This design comes from an exercise in tuning for small area, a short achievable clock period and few clock cycles per item on the open sky130 flow, not from production work. Function was checked by simulation only, so behaviour that the tests miss may differ from the original.

==> run.sh <==
#!/bin/bash
# synth_recipe.tcl (not shown) runs the flow's synth.tcl, then flattens the netlist and writes it again
# the make line also repeats each setting of config.mk as NAME=value (left out here)
make -C /OpenROAD-flow-scripts/flow DESIGN_CONFIG=/design/flow/config.mk WORK_HOME=/design/flow/orfs CLKGATE_MAP_FILE= SYNTH_SCRIPT=/design/flow/synth_recipe.tcl finish
==> design.v <==
module logp_power (
    input  wire        clk,
    input  wire        rst,
    input  wire        in_valid,
    output wire        in_ready,
    input  wire [63:0] re,
    input  wire [63:0] im,
    output reg         out_valid,
    output reg  [63:0] p
);
    assign in_ready = 1'b1;
    reg        v1;
    reg [63:0] re1, im1;
    always @(posedge clk) begin
        if (rst) v1 <= 1'b0;
        else     v1 <= in_valid;
        if (in_valid) begin
            re1 <= re;
            im1 <= im;
        end
    end
    wire [63:0] sq_re, sq_im;
    fp64_square u_sq_re (.x(re1), .y(sq_re));
    fp64_square u_sq_im (.x(im1), .y(sq_im));
    reg        v2;
    reg [63:0] a2, b2;
    always @(posedge clk) begin
        if (rst) v2 <= 1'b0;
        else     v2 <= v1;
        if (v1) begin
            a2 <= sq_re;
            b2 <= sq_im;
        end
    end
    wire [63:0] sum;
    fp64_add_pos u_add (.a(a2), .b(b2), .y(sum));
    always @(posedge clk) begin
        if (rst) out_valid <= 1'b0;
        else     out_valid <= v2;
        if (v2) p <= sum;
    end
endmodule
module fp64_square (
    input  wire [63:0] x,
    output reg  [63:0] y
);
    localparam [63:0] QNAN = 64'h7FF8000000000000;
    localparam [63:0] PINF = 64'h7FF0000000000000;
    wire [10:0]  e = x[62:52];
    wire [51:0]  f = x[51:0];
    wire [52:0]  m = {1'b1, f};           
    wire [105:0] prod = m * m;            
    wire         top = prod[105];
    wire signed [13:0] eb = $signed({2'b00, e, 1'b0}) - 14'sd1023 + $signed({13'd0, top});
    reg  [7:0]   sh;
    reg  [11:0]  sh12;
    reg  [12:0]  base;                    
    reg  [213:0] wide;
    reg  [105:0] q;
    reg          g, st, rnd;
    reg  [65:0]  pat;
    always @(*) begin
        sh12 = 12'd0;
        if (eb >= 14'sd1) begin
            sh   = top ? 8'd53 : 8'd52;
            base = eb[12:0] - 13'd1;
        end else begin
            sh12 = 12'd1076 - {e, 1'b0};
            sh   = (sh12 > 12'd127) ? 8'd127 : sh12[7:0];
            base = 13'd0;
        end
        wide = {prod, 108'b0} >> sh;
        q    = wide[213:108];
        g    = wide[107];
        st   = |wide[106:0];
        rnd  = g & (st | q[0]);
        pat  = {1'b0, base, 52'b0} + {13'b0, q[52:0]} + {65'b0, rnd};
        if (e == 11'h7FF)
            y = (f != 52'd0) ? QNAN : PINF;
        else if (e == 11'd0)
            y = 64'd0;                    
        else if (pat >= {2'b00, PINF})
            y = PINF;
        else
            y = pat[63:0];
    end
endmodule
module fp64_add_pos (
    input  wire [63:0] a,
    input  wire [63:0] b,
    output reg  [63:0] y
);
    localparam [63:0] QNAN = 64'h7FF8000000000000;
    localparam [63:0] PINF = 64'h7FF0000000000000;
    wire a_nan = (a[62:52] == 11'h7FF) && (a[51:0] != 52'd0);
    wire b_nan = (b[62:52] == 11'h7FF) && (b[51:0] != 52'd0);
    wire a_inf = (a[62:52] == 11'h7FF) && (a[51:0] == 52'd0);
    wire b_inf = (b[62:52] == 11'h7FF) && (b[51:0] == 52'd0);
    wire        swap  = b[62:0] > a[62:0];
    wire [62:0] hi_op   = swap ? b[62:0] : a[62:0];
    wire [62:0] lo_op = swap ? a[62:0] : b[62:0];
    wire [10:0] eb_hi   = (hi_op[62:52]   == 11'd0) ? 11'd1 : hi_op[62:52];
    wire [10:0] eb_lo = (lo_op[62:52] == 11'd0) ? 11'd1 : lo_op[62:52];
    wire [52:0] m_hi    = {hi_op[62:52]   != 11'd0, hi_op[51:0]};
    wire [52:0] m_lo  = {lo_op[62:52] != 11'd0, lo_op[51:0]};
    wire [10:0] d        = eb_hi - eb_lo;
    reg  [111:0] wide;
    reg  [55:0]  al;
    reg  [56:0]  s;
    reg  [55:0]  sn;
    reg  [11:0]  ex;
    reg  [52:0]  q;
    reg          g, st, rnd;
    reg  [65:0]  pat;
    always @(*) begin
        wide = {m_lo, 3'b000, 56'd0} >> ((d > 11'd63) ? 6'd63 : d[5:0]);
        al   = wide[111:56];
        al[0] = al[0] | (|wide[55:0]);
        s    = {1'b0, m_hi, 3'b000} + {1'b0, al};
        if (s[56]) begin
            sn = s[56:1];
            sn[0] = sn[0] | s[0];
            ex = {1'b0, eb_hi} + 12'd1;
        end else begin
            sn = s[55:0];
            ex = {1'b0, eb_hi};
        end
        q   = sn[55:3];
        g   = sn[2];
        st  = sn[1] | sn[0];
        rnd = g & (st | q[0]);
        pat = {ex - 12'd1, 52'b0} + {13'b0, q} + {65'b0, rnd};
        if (a_nan || b_nan)
            y = QNAN;
        else if (a_inf || b_inf)
            y = PINF;
        else if (pat >= {2'b00, PINF})
            y = PINF;
        else
            y = pat[63:0];
    end
endmodule
==> constraint.sdc <==
create_clock -name core_clock -period 18.5 [get_ports {clk}]
set_input_delay 3.7000 -clock core_clock [delete_from_list [all_inputs] [get_ports {clk}]]
set_output_delay 3.7000 -clock core_clock [all_outputs]
set_load 0.01 [all_outputs]
==> config.mk <==
export PLATFORM = sky130hd
export DESIGN_NAME = logp_power
export DESIGN_NICKNAME = logp_power
export VERILOG_FILES = /design/flow/design.v
export SDC_FILE = /design/flow/constraint.sdc
export NUM_CORES = 4
export LEC_CHECK = 0
export CAP_MARGIN = 20
export CORE_MARGIN = 2
export CORE_UTILIZATION = 40
export SETUP_SLACK_MARGIN = 0.3
export SLEW_MARGIN = 20
==> qor.txt <==
io pins = 197
most frequent cells after synthesis = 5867 x inv_1, 4792 x fa_1, 2843 x nand2_1
vias = 189k
Area growth syn-to-layout = 7.92%
Placed Area = 230000 um2
Synth Cell Area = 215000 um2
GRT Total Usage = 33.9%
unrepaired setup endpoints after global routing = false
Synth Register Bits = 319
num rows = 269
sum of negative setup slack = 0 ns
Worst-Skew Late Latency = 0.86 ns
hold path depth = 1
status = complete, no violations
syn_area_per_cell = 8.49 um2
initial drt markers = 19.7k
final instance area = 232000 um2
Starting Density = 40.1%
Buffers on Ports = 193
H-tree lvl count = 2
top_reg_cell synth = edfxtp_1
most used cell, CP = fa_1
largest net degree at the start of global routing = 92
Crit path buffers/inverters = 14
post-route clock skew = 0.0883 ns
Synth async-reset ratio = 0%
CP max-delay cell = a211oi_1
die height = 737 um
clk slew on worst S/H paths = 0.06 ns
Final Hold Vio Count = 0
cell count along the critical path = 57
top-count cell post-synth = inv_1
slowest stage delay, CP = 0.87 ns
CP Capture Type = register
HP Start = v2
CTS tree = done
largest area contributor in the netlist = fa_1
top cell type's share of synthesized area = 44.7%
residual DRC count = 0
WL final = 928 mm
clk root buf = clkbuf_16
number of synthesized flops with an enable pin = 316
worst-path maximum fanout = 18
PnR worst setup slack = 0.576 ns
Worst R2R Start = im1[18]
setup slack, reg-to-reg = 0.58 ns
Synth Instances = 25.3k
post-DP HPWL = 756 mm
layout cell share with drive strength beyond 1 = 6.47%
Max Slew Vio Count = 0
CP top delay family = adder cells
max_cap viols = 0
Mapped Nets = 31.4k
Setup WS pre-CTS = 0.731 ns
vias per cell = 5.78
average wire per standard cell = 28.4 um
sequential area share after synthesis = 4.45%
fin nets = 31.5k
clock buffer count from CTS = 46
hold buffer count at CTS = 0
Clock Sinks = 319
gpl congestion = 1.04
R2R cell count = 57
total grt overflow = 0
Final min period = 17.92 ns
Setup violations, final = 0
Die ar. = 543000 um2
initial antenna violation count = 51
dominant cells by area after synthesis = fa_1 45%, inv_1 10%, ha_1 6.8%
number of global-route vias before repair = 197k
WP data required = 18.97 ns
DRT Pass-1 Iters = 6
global-route wire length before repair = 1350 mm
post-route ant nets = 0
Chip Width = 737 um
Max transition margin = 17.8%
clk buf depth = 3
Fillers = 53.9k
crit path launch type = register
distinct cell type count after synthesis = 134
final hold slack = 0.600 ns
Syn. warnings = 3
r2r endpoint = b2[49]
Final Non-Filler Cells = 32.7k
Final period util = 96.9%
CP arrival = 18.40 ns
Least-Margin Pin Slew = 1.23 ns
CP Class = register to register
worst hold endpoint = out_valid
fmax = 0.0558 GHz
dpl cells = 32.5k
Hold WC Path Type = register to register
CORE AREA = 536000 um2
-- flip-flops by register name (all words and copies together), names as in the netlist --
signal	count
b2	63
re1	63
v2	1
p	64
im1	63
a2	63
v1	1
out_valid	1
-- logic make-up (layout without fill, tap and decap cells) --
group	count (synthesis)	count (layout)	synth area share, %
buffers and inverters	7205	7346	12.8
and+or+nand+nor	6958	6958	14.8
adders and majority gates	5957	5957	51.4
AOI/OAI and AO/OA	3932	3932	12.3
xor gates and xnor gates	547	547	2.23
muxes	394	394	1.90
DFF	319	319	4.45
other	2	34	0.00350
-- through the flow --
stage	util (%)
6_report	43.3
5_1_grt	43.3
4_1_cts	43.2
3_5_place_dp	42.9
3_3_place_gp	42.9
2_1_floorplan	-
-- cells in the final DEF (no fill, tap or decap), types with 51 or more instances in the layout --
| cell type | n |
|---|---|
| inv_1 | 5859 |
| fa_1 | 4792 |
| nand2_1 | 2834 |
| nor2_1 | 1677 |
| ha_1 | 1164 |
| buf_4 | 1117 |
| a21oi_1 | 929 |
| o21ai_0 | 762 |
| and2_1 | 570 |
| nor3_1 | 429 |
| nand3_1 | 345 |
| xnor2_1 | 344 |
| edfxtp_1 | 316 |
| mux2i_1 | 315 |
| a211oi_1 | 237 |
| nand4_1 | 234 |
| o211ai_1 | 211 |
| xor2_1 | 198 |
| clkdlybuf4s50_1 | 192 |
| a21o_1 | 190 |
| nor4_1 | 157 |
| o22ai_1 | 149 |
| a22oi_1 | 133 |
| and3_1 | 122 |
| a31oi_1 | 121 |
| or3_1 | 101 |
| o21a_1 | 99 |
| or2_2 | 88 |
| a221oi_1 | 76 |
| nand2b_1 | 75 |
| o31ai_1 | 70 |
| a211o_1 | 67 |
| mux2_2 | 66 |
| o221ai_1 | 65 |
| o21bai_1 | 63 |
| nor2b_1 | 60 |
| buf_12 | 51 |
-- timing repair --
item | CTS | global route
setup buffers | 0 | 6
endpoints found under the setup margin | 0 | 183
hold endpoints to repair | 0 | 0
gates resized for setup | 0 | 20
-- per-layer routing --
| metal | track usage (%) | up-vias | part of all wire [%] | routed length [um] |
|---|---|---|---|---|
| met5 | 0 | - | 0.030 | 274 |
| li1 | - | 79899 | - | - |
| met3 | 8.00 | 2396 | 10 | 93800 |
| met4 | 17.6 | 34 | 6.5 | 60400 |
| met1 | 44.6 | 96169 | 40 | 367000 |
| met2 | 52.2 | 10252 | 44 | 406000 |
-- how the worst max path moves through the flow --
stage / startpoint / to / slack [ns]
6_report: im1[18] / b2[49] / 0.58
5_1_grt: re1[28] / a2[51] / 0.31
4_1_cts: a2[1] / p[21] / 0.70
3_5_place_dp: a2[1] / p[21] / 0.73
3_3_place_gp: im1[32] / b2[44] / 0.83
2_1_floorplan: b2[16] / p[38] / 1.55
-- layout make-up --
type / instances / area (um2) / share of cell area (%)
diodes: 32 / 80.1 / 0.0345
clock buffers: 50 / 1170 / 0.503
clock inverters: 34 / 344 / 0.148
inverters: 5898 / 22200 / 9.56
multi-input cells: 17790 / 178000 / 76.9
flip-flops and latches: 319 / 9560 / 4.12
well taps: 7181 / 8980 / 3.88
repair buffers: 1364 / 11400 / 4.90
Testbench counts, summed over its fixed seeds: cycles 24,032, items 24,000.

-- afterwards: timing with drivers on the ports --
The results above use ideal ports. As a check the final layout listed here was re-extracted and re-timed, cells and wires unchanged. Step 1 sets driving cells, clkbuf_16 on the clock port and buf_2 on the other inputs (assumed; they add their load-dependent delay and slew). Step 2 moves the port delays by t, midway between the first and last clock arrival at a register: inputs arrive t later, outputs are due t later. That takes back most of the time a late clock gives input paths. Three values: ideal, step 1, step 2; two values: the first two.
t, ns: 0.905
setup WS [ns]: 0.576 / 0.576 / 0.576
cell pins on the clock port's net: 1
After both steps this run still meets setup and hold. The setup slack of this run moves by 0.000 ns with the drivers and by 0.000 ns with both steps.
